From an optimization exercise on the open Yosys and OpenROAD flow, aimed at small area, a short achievable clock period and few clock cycles; shortcuts taken in it are not production practice. Function was checked by simulation only, so behaviour that the tests miss may differ from the original. Power and IR drop assume default switching activity.

## rev 12
// psr_final
module psr_final (
    input  wire        clk,
    input  wire        rst,
    input  wire        in_valid,
    output wire        in_ready,
    input  wire [1:0]  in_op,
    input  wire [1:0]  in_row,
    input  wire [31:0] in_data,
    output reg         out_valid,
    output reg         out_found,
    output reg  [7:0]  out_k5,
    output reg  [7:0]  out_sum0,
    output reg  [7:0]  out_sum1,
    output reg  [7:0]  out_sum2
);
For scale: roughly 7,400 cells after synthesis, about 1,200 flip-flops, ~63,000 um2 of cells after synthesis.
Settings: LEC_CHECK=0, CAP_MARGIN=20, CORE_MARGIN=2, CORE_UTILIZATION=40, CTS_CLUSTER_DIAMETER=60, CTS_CLUSTER_SIZE=24, SLEW_MARGIN=20; clock period 15.0 ns.
standard.sh (not shown) runs the stock make flow with config.mk's settings and CLKGATE_MAP_FILE= SYNTH_SCRIPT=/design/flow/synth_recipe.tcl, a recipe that flattens the netlist after the stock synthesis.
==> flow/flow/run.sh <==
#!/bin/bash
set -euo pipefail
cd "$(dirname "$0")/.."
bash standard.sh "BUFFER_PORTS_ARGS=-buffer_cell sky130_fd_sc_hd__buf_4" \
    "SETUP_SLACK_MARGIN=10.7" finish > standard_finish.log 2>&1
Testbench counts of rev 12, summed over its fixed seeds: cycles 416,481.
#### Input delta (rev 13 over rev 12)
-- flow/design.v --
<<< rev 12, line 112
    reg [7:0]  b_k5;
    reg [1:0]  b_row;
    reg [7:0]  b_sum;           
    wire [2:0] i_blk = i_c ^ i_k5[7:5];
    reg  [23:0] sel_n;
>>> rev 13, line 112
    reg [7:0]  b_k5;
    reg [1:0]  b_row;
    reg [7:0]  b_sum;
    reg [7:0]  acc;
    wire [2:0] i_blk = i_c ^ i_k5[7:5];
    reg  [23:0] sel_n;
<<< rev 12, line 136
        for (e = 0; e < 32; e = e + 1) x3[e] = p_k5[2] ? x2[e ^ 4]  : x2[e];
        for (e = 0; e < 32; e = e + 1) x4[e] = p_k5[3] ? x3[e ^ 8]  : x3[e];
        for (e = 0; e < 32; e = e + 1) x5[e] = a_k5[4] ? a_bits[e ^ 16] : a_bits[e];
    end
    reg [7:0] part;
>>> rev 13, line 137
        for (e = 0; e < 32; e = e + 1) x3[e] = p_k5[2] ? x2[e ^ 4]  : x2[e];
        for (e = 0; e < 32; e = e + 1) x4[e] = p_k5[3] ? x3[e ^ 8]  : x3[e];
        for (e = 0; e < 32; e = e + 1) x5[e] = p_k5[4] ? x4[e ^ 16] : x4[e];
    end
    reg [7:0] part;
<<< rev 12, line 142
        part = 8'd0;
        for (e = 0; e < 32; e = e + 1)
            part = part ^ (x5[e] ? imix_rom[{a_c, e[4:0]}] : 8'd0);
    end
    wire b_zero = (b_sum == 8'd0);
>>> rev 13, line 143
        part = 8'd0;
        for (e = 0; e < 32; e = e + 1)
            part = part ^ (a_bits[e] ? imix_rom[{a_c, e[4:0]}] : 8'd0);
    end
    wire b_zero = (b_sum == 8'd0);
<<< rev 12, line 172
        a_row  <= p_row;
        a_c    <= p_c;
        a_bits <= x4;
        b_v    <= a_v && a_c == 3'd7 && !fin && !rst;
        b_k5   <= a_k5;
        b_row  <= a_row;
        b_sum  <= (a_c == 3'd0) ? part : b_sum ^ part;
        if (b_act && b_row == 2'd0) sum0_r <= b_sum;
        if (b_act && b_row == 2'd1) sum1_r <= b_sum;
>>> rev 13, line 173
        a_row  <= p_row;
        a_c    <= p_c;
        a_bits <= x5;
        acc    <= (a_c == 3'd0) ? part : acc ^ part;
        b_v    <= a_v && a_c == 3'd7 && !fin && !rst;
        b_k5   <= a_k5;
        b_row  <= a_row;
        b_sum  <= acc ^ part;
        if (b_act && b_row == 2'd0) sum0_r <= b_sum;
        if (b_act && b_row == 2'd1) sum1_r <= b_sum;
[summary]
From rev 12 to rev 13 the numbers moved as follows: die boundary height level, layout filler cell count moved down, portion of total power attributed to combinational logic moved up, worst path setup slack after routing moved down.
Side by side, fmax turned out lower in rev 13 than in rev 12.
Summary of rev 13 over rev 12: power spent charging and discharging nets up about 2.2%; TritonCTS buffer count picked up an extra 4; total vias in the final route rose by 557; floorplan die area picked up an extra about 0.4%; core region area neither gained nor lost much.
Testbench counts of rev 13, summed over its fixed seeds: cycles 416,481.

* * *

psr_final, a different RTL version from the one above (not shown whole).
Settings: LEC_CHECK=0, CAP_MARGIN=20, CORE_MARGIN=2, CORE_UTILIZATION=40, CTS_CLUSTER_DIAMETER=60, CTS_CLUSTER_SIZE=24, SLEW_MARGIN=20; clock period 15.0 ns.
Scripts as last shown in full above: flow/flow/run.sh
Testbench counts at the start, summed over its fixed seeds: cycles 416,481.
Change:
--- a/flow/design.v
+++ b/flow/design.v
@@ -127,28 +127,28 @@
                 raw[e] = raw[e] | (v8_0[bb*32+e] & p_sel[bb])
                                 | (v8_1[bb*32+e] & p_sel[8+bb])
                                 | (v8_2[bb*32+e] & p_sel[16+bb]);
         end
     end
     reg [31:0] x1, x2, x3, x4, x5;
     always @* begin
         for (e = 0; e < 32; e = e + 1) x1[e] = p_k5[0] ? raw[e ^ 1] : raw[e];
         for (e = 0; e < 32; e = e + 1) x2[e] = p_k5[1] ? x1[e ^ 2]  : x1[e];
         for (e = 0; e < 32; e = e + 1) x3[e] = p_k5[2] ? x2[e ^ 4]  : x2[e];
-        for (e = 0; e < 32; e = e + 1) x4[e] = p_k5[3] ? x3[e ^ 8]  : x3[e];
-        for (e = 0; e < 32; e = e + 1) x5[e] = p_k5[4] ? x4[e ^ 16] : x4[e];
+        for (e = 0; e < 32; e = e + 1) x4[e] = a_k5[3] ? a_bits[e ^ 8] : a_bits[e];
+        for (e = 0; e < 32; e = e + 1) x5[e] = a_k5[4] ? x4[e ^ 16] : x4[e];
     end
     reg [7:0] part;
     always @* begin
         part = 8'd0;
         for (e = 0; e < 32; e = e + 1)
-            part = part ^ (a_bits[e] ? imix_rom[{a_c, e[4:0]}] : 8'd0);
+            part = part ^ (x5[e] ? imix_rom[{a_c, e[4:0]}] : 8'd0);
     end
     wire b_zero = (b_sum == 8'd0);
     wire z0 = (sum0_r == 8'd0);
     wire z1 = (sum1_r == 8'd0);
     wire b_act  = b_v && busy;
     wire redirect  = b_act && mode_search && b_row == 2'd0 && b_zero;
     wire fin_tsum  = b_act && !mode_search && b_row == 2'd2;
     wire fin_found = b_act && mode_search && b_row == 2'd2 && z1 && b_zero;
     wire fin_none  = b_act && mode_search && b_k5 == 8'd255 &&
                      ((b_row == 2'd0 && !b_zero) || (b_row == 2'd2 && !(z1 && b_zero)));
@@ -164,21 +164,21 @@
         p_row  <= i_row;
         p_c    <= i_c;
         p_q    <= i_q;
         p_sel  <= sel_n;
         p_clr  <= mode_clear;
         p_last <= i_row == 2'd2 && i_c == 3'd7 && i_q == 2'd3;
         a_v    <= p_v && !p_clr && !fin && !rst;
         a_k5   <= p_k5;
         a_row  <= p_row;
         a_c    <= p_c;
-        a_bits <= x5;
+        a_bits <= x3;
         b_v    <= a_v && a_c == 3'd7 && !fin && !rst;
         b_k5   <= a_k5;
         b_row  <= a_row;
         b_sum  <= (a_c == 3'd0) ? part : b_sum ^ part;
         if (b_act && b_row == 2'd0) sum0_r <= b_sum;
         if (b_act && b_row == 2'd1) sum1_r <= b_sum;
     end
     always @(posedge clk) begin
         if (start) begin
             mode_search <= s0_op == OP_SEARCH;
Effect: The new run passed the timing, DRC and antenna checks. Sequential share of layout area drops by 0.16 points. Synthesized cell count is higher by 1.6%. Total power rises by about 2.4%. Flip-flop and latch count is unchanged. Design area rises by about 0.5%. Setup slack improves by 0.089 ns. Via count climbs by 0.52%. Clock-buffer cell count is lower by 7. Global-route usage decreases by 0.94 points. Wire length goes down by 1.7%. Cell count stays flat. Core utilization drops by 0.34 points. Area after synthesis rises by 1.1%.
Testbench counts after the change, summed over its fixed seeds: cycles 416,481.

==> what the ideal ports hide <==
In the flow no input, the clock included, has a driving cell. The finished layouts below were timed again as built, in two steps.
Step 1 sets driving cells, clkbuf_16 on the clock port and buf_2 on the other inputs (assumed; they add their load-dependent delay and slew).
Step 2 also shifts input and output timing later by t, the mid clock arrival at the registers, as if the neighbouring blocks saw the same clock.
a / b / c = no drivers / after step 1 / after step 2; a / b = the first two.
run	t (ns)	setup WS [ns]	worst register clock-pin slew, ns
rev 12	0.857	10.772 / 10.683 / 10.876	0.10 / 0.10
rev 13	0.847	10.742 / 10.652 / 10.818	0.09 / 0.09
the first run of note 2	0.836	10.608 / 10.608 / 10.608	0.10 / 0.10
the second run of note 2	0.847	10.697 / 10.606 / 10.900	0.10 / 0.10
After both steps every run listed still meets setup and hold.
